Background: an optimization exercise with open tools, aiming at small area. Do not read the settings as production practice. In this exercise RTL edits were held to simulation tests only and were not proved equivalent to the original. Power figures rest on the tool's default switching activity, not on a simulated workload.

**flow/config.mk**
```make
export PLATFORM = sky130hd
export DESIGN_NAME = msop_core
export DESIGN_NICKNAME = msop_core
export VERILOG_FILES = /design/flow/design.v
export SDC_FILE = /design/flow/constraint.sdc
export NUM_CORES = 4
export LEC_CHECK = 0
export CAP_MARGIN = 20
export CORE_MARGIN = 2
export CORE_UTILIZATION = 40
export PLACE_DENSITY = 0.6
export SLEW_MARGIN = 20
```
**flow/constraint.sdc**
```tcl
create_clock -name core_clock -period 13.0 [get_ports {clk}]
set_input_delay 2.6000 -clock core_clock [delete_from_list [all_inputs] [get_ports {clk}]]
set_output_delay 2.6000 -clock core_clock [all_outputs]
set_load 0.01 [all_outputs]
```
**flow/design.v**
```verilog
module msop_core (
    input  wire        clk,
    input  wire        rst,
    output wire [7:0]  imem_addr,
    input  wire [63:0] imem_data,
    output wire        dmem_re,
    output wire        dmem_we,
    output wire [7:0]  dmem_addr,
    output wire [31:0] dmem_wdata,
    input  wire [31:0] dmem_rdata,
    output wire        halted,
    output wire        aborted,
    output wire [1:0]  abort_cause,
    input  wire [3:0]  dbg_sel,
    output wire [31:0] dbg_val
);
    localparam OP_MUL  = 5'd0,  OP_ADD  = 5'd1,  OP_SUB  = 5'd2,  OP_DIV  = 5'd3;
    localparam OP_MULL = 5'd4,  OP_ADDL = 5'd5,  OP_SUBL = 5'd6,  OP_DIVL = 5'd7;
    localparam OP_LDI  = 5'd8,  OP_STI  = 5'd9,  OP_LDR  = 5'd10, OP_STR  = 5'd11;
    localparam OP_SET  = 5'd12, OP_BEZ  = 5'd13, OP_BGEZ = 5'd14, OP_BLEZ = 5'd15;
    localparam OP_BGTZ = 5'd16, OP_BLTZ = 5'd17, OP_RET  = 5'd18;
    localparam CAUSE_DIV0 = 2'd1, CAUSE_MEM = 2'd2;
    localparam S_FETCH  = 3'd0;
    localparam S_DECODE = 3'd1;
    localparam S_EXEC   = 3'd2;
    localparam S_LOAD   = 3'd3;
    localparam S_DIV    = 3'd4;
    localparam S_HALT   = 3'd5;
    localparam S_ABORT  = 3'd6;
    reg [2:0]  state;
    reg [7:0]  pc;
    reg [63:0] ir;
    reg [31:0] v1, v2, v3;        
    reg [1:0]  cause;
    reg [31:0] regs [0:15];
    wire [4:0]  op   = ir[63:59];
    wire [3:0]  fa   = ir[57:54];
    wire [3:0]  fb   = ir[52:49];
    wire [3:0]  fc   = ir[47:44];
    wire [31:0] imm  = ir[31:0];
    wire [3:0]  na   = imem_data[57:54];
    wire [3:0]  nb   = imem_data[52:49];
    wire [3:0]  nc   = imem_data[47:44];
    wire        use_reg2 = (op == OP_MULL) || (op == OP_ADDL) || (op == OP_SUBL) ||
                           (op == OP_DIVL) || (op == OP_LDR)  || (op == OP_STR);
    wire [31:0] opnd2 = use_reg2 ? v2 : imm;
    wire [31:0] sum     = v1 + opnd2;
    wire [31:0] diff    = v1 - opnd2;
    wire [31:0] product = v1 * opnd2;
    wire [31:0] ea       = sum;
    wire        ea_bad   = |ea[31:10];
    wire        is_zero = (v1 == 32'd0);
    wire        is_neg  = v1[31];
    reg         taken;
    always @(*) begin
        case (op)
            OP_BEZ:  taken = is_zero;
            OP_BGEZ: taken = !is_neg;
            OP_BLEZ: taken = is_neg || is_zero;
            OP_BGTZ: taken = !is_neg && !is_zero;
            OP_BLTZ: taken = is_neg;
            default: taken = 1'b0;
        endcase
    end
    wire [31:0] imm_biased = imm[31] ? imm + 32'd3 : imm;
    wire [31:0] target     = {{2{imm_biased[31]}}, imm_biased[31:2]};
    reg  [31:0] div_rem;
    reg  [31:0] div_quo;
    reg  [31:0] div_den;
    reg         div_neg;
    reg  [5:0]  div_cnt;
    wire [31:0] v1_mag   = v1[31] ? -v1 : v1;
    wire [31:0] opnd2_mag = opnd2[31] ? -opnd2 : opnd2;
    wire [32:0] div_trial = {div_rem, div_quo[31]} - {1'b0, div_den};
    wire [31:0] div_result = div_neg ? -div_quo : div_quo;
    integer i;
    always @(posedge clk) begin
        if (rst) begin
            state   <= S_FETCH;
            pc      <= 8'd0;
            ir      <= 64'd0;
            v1      <= 32'd0;
            v2      <= 32'd0;
            v3      <= 32'd0;
            cause   <= 2'd0;
            div_rem <= 32'd0;
            div_quo <= 32'd0;
            div_den <= 32'd0;
            div_neg <= 1'b0;
            div_cnt <= 6'd0;
            for (i = 0; i < 16; i = i + 1)
                regs[i] <= 32'd0;
        end else begin
            case (state)
                S_FETCH: begin
                    state <= S_DECODE;
                end
                S_DECODE: begin
                    ir <= imem_data;
                    if (imem_data[63:59] >= OP_BEZ && imem_data[63:59] <= OP_BLTZ)
                        v1 <= regs[na];
                    else
                        v1 <= regs[nb];
                    v2 <= regs[nc];
                    v3 <= regs[na];
                    state <= S_EXEC;
                end
                S_EXEC: begin
                    state <= S_FETCH;
                    pc    <= pc + 8'd1;
                    case (op)
                        OP_ADD, OP_ADDL: regs[fa] <= sum;
                        OP_SUB, OP_SUBL: regs[fa] <= diff;
                        OP_MUL, OP_MULL: regs[fa] <= product;
                        OP_SET:          regs[fa] <= imm;
                        OP_DIV, OP_DIVL: begin
                            if (opnd2 == 32'd0) begin
                                cause <= CAUSE_DIV0;
                                state <= S_ABORT;
                                pc    <= pc;
                            end else begin
                                div_rem <= 32'd0;
                                div_quo <= v1_mag;
                                div_den <= opnd2_mag;
                                div_neg <= v1[31] ^ opnd2[31];
                                div_cnt <= 6'd32;
                                state   <= S_DIV;
                                pc      <= pc;
                            end
                        end
                        OP_LDI, OP_LDR, OP_STI, OP_STR: begin
                            if (ea_bad) begin
                                cause <= CAUSE_MEM;
                                state <= S_ABORT;
                                pc    <= pc;
                            end else if (op == OP_LDI || op == OP_LDR) begin
                                state <= S_LOAD;
                                pc    <= pc;
                            end
                        end
                        OP_BEZ, OP_BGEZ, OP_BLEZ, OP_BGTZ, OP_BLTZ: begin
                            if (taken)
                                pc <= target[7:0];
                        end
                        OP_RET: begin
                            state <= S_HALT;
                            pc    <= pc;
                        end
                        default: ;
                    endcase
                end
                S_LOAD: begin
                    regs[fa] <= dmem_rdata;
                    pc       <= pc + 8'd1;
                    state    <= S_FETCH;
                end
                S_DIV: begin
                    if (div_cnt == 6'd0) begin
                        regs[fa] <= div_result;
                        pc       <= pc + 8'd1;
                        state    <= S_FETCH;
                    end else begin
                        div_cnt <= div_cnt - 6'd1;
                        if (!div_trial[32]) begin
                            div_rem <= div_trial[31:0];
                            div_quo <= {div_quo[30:0], 1'b1};
                        end else begin
                            div_rem <= {div_rem[30:0], div_quo[31]};
                            div_quo <= {div_quo[30:0], 1'b0};
                        end
                    end
                end
                default: ;   
            endcase
        end
    end
    wire in_exec_mem = (state == S_EXEC) && !ea_bad &&
                       (op == OP_LDI || op == OP_LDR || op == OP_STI || op == OP_STR);
    assign imem_addr   = pc;
    assign dmem_re     = in_exec_mem && (op == OP_LDI || op == OP_LDR);
    assign dmem_we     = in_exec_mem && (op == OP_STI || op == OP_STR);
    assign dmem_addr   = ea[9:2];
    assign dmem_wdata  = v3;
    assign halted      = (state == S_HALT);
    assign aborted     = (state == S_ABORT);
    assign abort_cause = cause;
    assign dbg_val     = regs[dbg_sel];
endmodule
```
**flow/run.sh**
```bash
#!/bin/bash
# synth_recipe.tcl (not shown) runs the flow's synth.tcl, then flattens the netlist and writes it again
# the make line also repeats each setting of config.mk as NAME=value (left out here)
make -C /OpenROAD-flow-scripts/flow DESIGN_CONFIG=/design/flow/config.mk WORK_HOME=/design/flow/orfs CLKGATE_MAP_FILE= SYNTH_SCRIPT=/design/flow/synth_recipe.tcl finish
```
==> impl_metrics.tcl <==
set metrics [dict create \
    rows 150 \
    clkTransAtPathRegs_ns 0.06 \
    area_growth_pct 10.1 \
    final_common_cell "nor2_1" \
    grt_pass1_wl_mm 364 \
    layout.nets 6909 \
    p_per_area_nw_per_um2 106 \
    critical-path-top-delay-family "compound AO/OA/AOI/OAI gates" \
    finalNonFillerCells 8456 \
    routed_wirelength_mm 250 \
    vias 52848 \
    rsz0062_at_grt "false" \
    worst_pin_slew_ns 1.18 \
    r2r_cells 26 \
    die_x_um 415 \
    ctsResizeCount 0 \
    antenna_found_initial 5 \
    worst_setup_path_end_kind "output port" \
    fin_util 0.444 \
    crit_buf_inv 4 \
    min_path_type "flip-flop to flip-flop" \
    die_y_um 415 \
    slew_headroom 0.211 \
    cp-start-kind "flip-flop" \
    post-route-min-period_ns 10.35 \
    gp_congestion 0.980 \
    synthFlopType "edfxtp_1" \
    start_util 0.404 \
    synth_area_sq_um 67600 \
    die_area_sq_um 172000 \
    root_buffer "clkbuf_16" \
    cpMaxStageDelayCell "clkdlybuf4s50_1" \
    r2r_start "ir[60]" \
    drc 0 \
    cp_cell_sequence "a21oi_1 > nor3b_4 > buf_4 > mux2_2 > buf_4 > ha_1 > inv_1 > fa_1 > nand2b_2 > a21oi_2 > o21ai_1 > a31oi_2 > a211oi_1 > o41ai_1 > xor2_1 > o2111ai_1 > nor2_1 > nand4b_1 > nor3_1 > clkdlybuf4s50_1" \
    fmax_mhz 96.6 \
    grt_overflow_total 0 \
    cts_buffer_depth 3 \
    postSynthCellCount 6274 \
    cp.depth 20 \
    clock-skew-final_ns 0.0646 \
    hold_viol_final 0 \
    cts_tree "yes" \
    endpoint "dmem_re" \
    seqCellArea_sq_um 20400 \
    wire_per_inst_um 29.6 \
    multi_input_area_sq_um 43700 \
    vias_per_cell 6.25 \
    report.final.slew_viol_count 0 \
    synth.ff_latch_count 765 \
    port_buffers 172 \
    final_cell_mix "nor2_1 (841), mux4_2 (640), nand2_1 (601)" \
    cp_max_fo 36 \
    cp-startpoint "ir[60]" \
    placed_cells 8285 \
    holdBufCountCts 0 \
    ir_worst_vdd_mv 0.104 \
    drtPass1Iterations 6 \
    cts_sinks 765 \
    grt_usage 0.288 \
    critical_path_class "flip-flop to output port" \
    placed_area_sq_um 71500 \
    worstPathArrival_ns 7.75 \
    finalCritPeriodShare 0.796 \
    grt_pass1_vias 52480 \
    final-setup-viol-count 0 \
    synth-edff-count 512 \
    max_stage_delay_ns 0.60 \
    post_cts_buffers 0 \
    ys_seq_area_frac 0.302 \
    cap_viol_max_count 0 \
    dpl.hpwl_mm 162 \
    drive_above_1_share 0.171 \
    io_pins 188 \
    fillCellCount 15589 \
    ys.warnings.count 1 \
    setup_slack_ns 2.65 \
    drt_iter0_drc 6677 \
    ant_nets 0 \
    finalSetupTns_ns 0 \
    design_area_sq_um 74500 \
    synth_area_per_cell_sq_um 10.8 \
    core_sq_um 168000 \
    synth_cell_types 104 \
    cp_common_cell "buf_4" \
    dp_slack_ns 3.25 \
    power.leakage_uw 0.0281 \
    synth_nets 7011 \
    clock_latency_ns 0.72 \
    worstPathRequired_ns 10.40 \
    cts_buffers 89 \
    htree_levels 3 \
    ff2ff_setup_slack_ns 3.14 \
    synthArstFlopShare 0 \
    run_status "no timing/DRC/antenna violations" \
    reg2reg_to "regs[13][27]" \
    grt_max_degree 125 \
]
==> report_power, final <==
part / total, uW / switching, uW / internal (uW)
sequential: 2790 / 108 / 2690
clock: 2600 / 1100 / 1500
combinational: 2470 / 1560 / 916
total: 7860 / 2760 / 5100
==> Yosys cell counts, types with 60 or more instances <==
library cell    n  area share
fa_1          411        0.12
a21oi_1       304       0.022
nor2_1        842       0.047
edfxtp_1      512        0.23
nand2_1       613       0.034
clkbuf_1      392       0.022
xor2_1         79       0.010
xnor2_1       167       0.022
o21ai_0       110      0.0081
inv_1         493       0.027
and2_1        258       0.024
ha_1          224       0.041
mux2i_1        60      0.0089
dfxtp_1       253       0.075
mux4_2        640        0.21
buf_1          65      0.0036
a211oi_1       66      0.0073
==> metrics by stage <==
| step | hold WS [ns] | power [uW] |
|---|---|---|
| after detailed placement | 0.447 | 5260 |
| final | 0.453 | 7860 |
| after floorplan | 0.432 | 4340 |
| after global routing | 0.470 | 8130 |
| after global placement | 0.442 | 5240 |
| after CTS | 0.455 | 7850 |
==> registers in the layout, indices dropped and copies added (netlist names), 32 cells and up <==
| register | flops |
|---|---|
| div_quo | 32 |
| div_den | 32 |
| ir | 41 |
| v2 | 32 |
| v3 | 32 |
| div_rem | 32 |
| v1 | 32 |
| regs | 512 |
==> cell families (layout without fill, tap and decap cells) <==
| kind of cell | Yosys count | count (layout) | synth area share |
|---|---|---|---|
| muxes | 735 | 735 | 0.228 |
| and+or+nand+nor | 2028 | 2028 | 0.135 |
| adders and majority gates | 635 | 635 | 0.163 |
| buffers and inverters | 1002 | 975 | 0.0573 |
| xor gates and xnor gates | 247 | 247 | 0.0322 |
| DFF | 765 | 765 | 0.302 |
| AOI/OAI and AO/OA | 862 | 862 | 0.0823 |
| other | 0 | 5 | 0 |
==> worst register-to-register path, stage by stage (launching register included) <==
cell and delay, ns:
dfxtp_1 0.50, a21oi_1 0.16, nor3b_4 0.18, buf_4 0.49
mux2_2 0.89, ha_1 0.64, fa_1 0.50, inv_1 0.08
fa_1 0.45, fa_1 0.54, inv_1 0.05, fa_1 0.41
fa_1 0.47, fa_1 0.57, fa_1 0.43, fa_1 0.48
ha_1 0.40, nand4_1 0.20, nor2_1 0.14, o211ai_1 0.13
a31oi_1 0.49, a31oi_1 0.18, xor2_1 0.33, o21ai_0 0.13
a21oi_1 0.20, o31a_2 0.49, nor2_1 0.10
==> per-layer routing <==
layer	part of all wire	wire length (um)	GRT usage
met5	0	0	0
met4	0.063	15600	0.154
met3	0.11	26700	0.0572
met2	0.46	116000	0.456
met1	0.37	92100	0.372
==> final cells by class <==
class	count	share of cell area
Clock inverter	48	0.00687
Clock buffer	118	0.0331
Inverter	500	0.0252
Antenna cell	5	0.000168
Sequential cell	765	0.274
Tap cell	2204	0.0370
Timing Repair Buffer	309	0.0371
Multi-Input combinational cell	4507	0.586
==> how the worst min path moves through the flow <==
stage	startpoint	cells past startpoint	to	slack, ns
2_1_floorplan	div_den[10]	2	div_den[10]	0.43
4_1_cts	div_den[10]	2	div_den[10]	0.46
3_5_place_dp	div_den[10]	2	div_den[10]	0.45
6_report	v3[11]	2	v3[11]	0.45
5_1_grt	div_den[26]	2	div_den[26]	0.47
3_3_place_gp	div_den[23]	2	div_den[23]	0.44

afterwards: timing with drivers on the ports:
In the flow no input, the clock included, has a driving cell. The finished layout below was timed again as built, in two steps.
Step 1, drivers: a clkbuf_16 drives clk and a buf_2 each remaining input, both assumed.
Step 2, shift: input delay + t, output delay - t, t = (earliest + latest rising clock arrival at the registers) / 2. This alone moves slack from input paths to output paths.
a / b / c = ideal ports / drivers / drivers and shift; a / b = the first two.
t (ns): 0.766
setup WS [ns]: 2.651 / 2.573 / 3.140
worst hold slack (ns): 0.453 / 0.453 / 0.453
worst setup path after step 2: register to register
clock arrival spread, ns: 0.065 / 0.065
After both steps this run still meets setup and hold. For this run, drivers alone change the setup slack by -0.078 ns; drivers and shift together by +0.489 ns.
